This design comes from an exercise in tuning for small area and few clock cycles on the open sky130 flow, not from production work.
Only simulation tests tie the RTL to the original design; equivalence was not proved.
Power is estimated from default activity; no workload was simulated.

Design crush_fp, start of the top module:
module crush_fp (
    input  wire        clk,
    input  wire        rst,
    input  wire        rx_valid,
    input  wire [7:0]  rx_data,
    output wire        rx_ready,
    output wire        tx_valid,
    output wire [7:0]  tx_data,
    input  wire        tx_ready,
    input  wire        ind_valid,
    input  wire [31:0] ind_addr,
    input  wire [2:0]  ind_len,
    input  wire [31:0] ind_data,
    output wire        ind_ready,
    output wire        mem_valid,
    output wire [1:0]  mem_op,        
    output wire [31:0] mem_addr,
    output wire [7:0]  mem_wdata,
    input  wire        mem_ready,
    input  wire [15:0] mem_rdata,
    output reg  [2:0]  status
);
    localparam [7:0] SENTINEL = 8'h24;
    localparam       CAPACITY = 80;
    wire        free, dispatch, p_r, p_j, wr_en, ring_busy;
    wire [2:0]  p_err;
    wire [31:0] p_addr, p_len;
    wire [6:0]  p_n, age_next, rd_row;
    wire [7:0]  wr_data, rd_data;
    assign ind_ready = free;
    crush_parser #(.SENTINEL(SENTINEL), .CAPACITY(CAPACITY)) u_parser (
        .clk(clk), .rst(rst),
        .rx_valid(rx_valid), .rx_data(rx_data), .rx_ready(rx_ready),
        .can_take(free && !ind_valid),
        .buf_busy(ring_busy),
        .err(p_err), .dispatch(dispatch),
        .cmd_r(p_r), .cmd_j(p_j), .address(p_addr), .req_len(p_len), .payload_len(p_n),
        .wr_en(wr_en), .wr_data(wr_data), .age_next(age_next)
    );
    reg [8*CAPACITY-1:0] ring;
    always @(posedge clk)
        ring <= {ring[8*CAPACITY-9:0], wr_en ? wr_data : ring[8*CAPACITY-1 -: 8]};
    assign rd_data = ring[{rd_row, 3'b000} +: 8];
    crush_encoder #(.SENTINEL(SENTINEL)) u_enc (
        .clk(clk), .rst(rst),
        .free(free),
        .take_req(dispatch), .req_r(p_r), .req_j(p_j),
        .req_addr(p_addr), .req_len(p_len), .req_n(p_n),
        .take_ind(ind_valid), .ind_addr(ind_addr), .ind_len(ind_len), .ind_data(ind_data),
  ...
For scale: ~2700 cells after synthesis, about 860 flip-flops, ~150 I/O pins, roughly 0.034 mm^2 of cells after synthesis.
Settings: LEC_CHECK=0, CAP_MARGIN=20, CORE_MARGIN=2, CORE_UTILIZATION=40, SLEW_MARGIN=20; clock period 10.0 ns.
standard.sh (not shown) runs the stock make flow with config.mk's settings and CLKGATE_MAP_FILE= SYNTH_SCRIPT=/design/flow/synth_recipe.tcl, a recipe that flattens the netlist after the stock synthesis.
==> flow/flow/run.sh <==
#!/bin/bash
# The standard layout (standard.sh), with smaller port buffers and a clock
# tree built from smaller buffers without dummy loads.
set -euo pipefail
export BUFFER_PORTS_ARGS="-buffer_cell sky130_fd_sc_hd__buf_1"
export CTS_ARGS="-sink_clustering_enable -repair_clock_nets -dont_use_dummy_load -buf_list sky130_fd_sc_hd__clkbuf_16 -sink_clustering_size 24 -sink_clustering_max_diameter 80"
bash standard.sh > standard.log 2>&1
The starting point went through all stages and came out clean.
Testbench counts at the start, summed over its fixed seeds: cycles 44,711.
Change:
==> flow/run.sh (new file) <==
#!/bin/bash
# synth_recipe.tcl (not shown) runs the flow's synth.tcl, then flattens the netlist and writes it again
# the make line also repeats each setting of config.mk as NAME=value (left out here)
make -C /OpenROAD-flow-scripts/flow DESIGN_CONFIG=/design/flow/config.mk WORK_HOME=/design/flow/orfs CLKGATE_MAP_FILE= SYNTH_SCRIPT=/design/flow/synth_recipe.tcl finish
removed: flow/flow/run.sh
removed: flow/standard.sh
Effect: Design area is higher by a little under a tenth; wire length grows by a few percent; area after synthesis stays the same; sequential share of layout area goes down by 3.6 points; hold slack gets better by 0.029 ns; utilization came out higher by 3.3 points.

== v6 ==
crush_fp again, from the RTL that the note above started with.
Settings: LEC_CHECK=0, CAP_MARGIN=20, CORE_MARGIN=2, CORE_UTILIZATION=40, CTS_BUF_LIST=sky130_fd_sc_hd__clkbuf_16, CTS_CLUSTER_DIAMETER=100, CTS_CLUSTER_SIZE=22, SLEW_MARGIN=20; clock period 10.0 ns.
run.sh (not shown) runs the stock make flow with config.mk's settings and CLKGATE_MAP_FILE= SYNTH_SCRIPT=/design/flow/synth_recipe.tcl, a recipe that flattens the netlist after the stock synthesis.
Stock flow here: none of the scripts above is used.
Both conditions hold for v6: the flow ran to the end and the final layout passed the timing, DRC and antenna checks.
Testbench counts of v6, summed over its fixed seeds: cycles 44,711.
## Diff of input files: v7 against v6
- CTS_CLUSTER_DIAMETER: 100 -> unset
- CTS_CLUSTER_SIZE: 22 -> unset
- CTS_BUF_LIST: sky130_fd_sc_hd__clkbuf_16 -> unset
==> flow/flow/run.sh (new file) <==
#!/bin/bash
# The standard layout (standard.sh), with smaller port buffers and a clock
# tree built from smaller buffers without dummy loads.
set -euo pipefail
export BUFFER_PORTS_ARGS="-buffer_cell sky130_fd_sc_hd__buf_1"
export CTS_ARGS="-sink_clustering_enable -repair_clock_nets -dont_use_dummy_load -buf_list sky130_fd_sc_hd__clkbuf_8 -sink_clustering_size 14 -sink_clustering_max_diameter 60"
bash standard.sh > standard.log 2>&1
==> flow/standard.sh (new file) <==
#!/bin/bash
# synth_recipe.tcl (not shown) runs the flow's synth.tcl, then flattens the netlist and writes it again
# the make line also repeats each setting of config.mk as NAME=value (left out here)
make -C /OpenROAD-flow-scripts/flow DESIGN_CONFIG=/design/flow/config.mk WORK_HOME=/design/flow/orfs CLKGATE_MAP_FILE= SYNTH_SCRIPT=/design/flow/synth_recipe.tcl "${@:-finish}"
removed: flow/run.sh
Results
v7 has completed all stages; timing, DRC and antenna checks passed. [compare] base=v6 new=v7: part of the power in combinational logic decreased 0.6 points; headroom to the max-slew limit increased 2.6 points; routed metal-1 wirelength decreased 2.8%. From v6 to v7 the numbers moved as follows: power drawn by the clock network moved down; routed wire length moved down; placement-stage worst setup slack moved up. [compare] base=v6 new=v7: sequential share of layout area increased 1.7 points, clock slew at the register clock pins of the worst setup and hold paths level.

## port drivers added, routing unchanged
How much do the figures lean on ideal ports? The routed layouts below were timed once more, with nothing changed but the port constraints.
Step 1 sets driving cells, clkbuf_16 on the clock port and buf_2 on the other inputs (assumed; they add their load-dependent delay and slew).
Step 2 adds t to the input delays and takes it off the output delays; t is the mean of the earliest and latest rising clock arrival at the registers after step 1. Input paths then give back, and output paths get back, about the clock's delay inside the block.
Three values: ideal, step 1, step 2; two values: the first two.
| run | t (ns) | slack for setup (ns) | worst hold slack (ns) | clock arrival spread, ns |
|---|---|---|---|---|
| the first run of note 1 | 0.660 | 2.278 / 2.213 / 2.610 | 0.291 / 0.291 / 0.291 | 0.093 / 0.093 |
| the second run of note 1 | 0.698 | 1.932 / 1.867 / 2.294 | 0.320 / 0.320 / 0.320 | 0.036 / 0.036 |
| v6 | 0.685 | 1.927 / 1.863 / 2.361 | 0.336 / 0.336 / 0.336 | 0.041 / 0.041 |
| v7 | 0.715 | 2.185 / 2.125 / 2.644 | 0.300 / 0.300 / 0.300 | 0.094 / 0.095 |
After both steps every run listed still meets setup and hold.
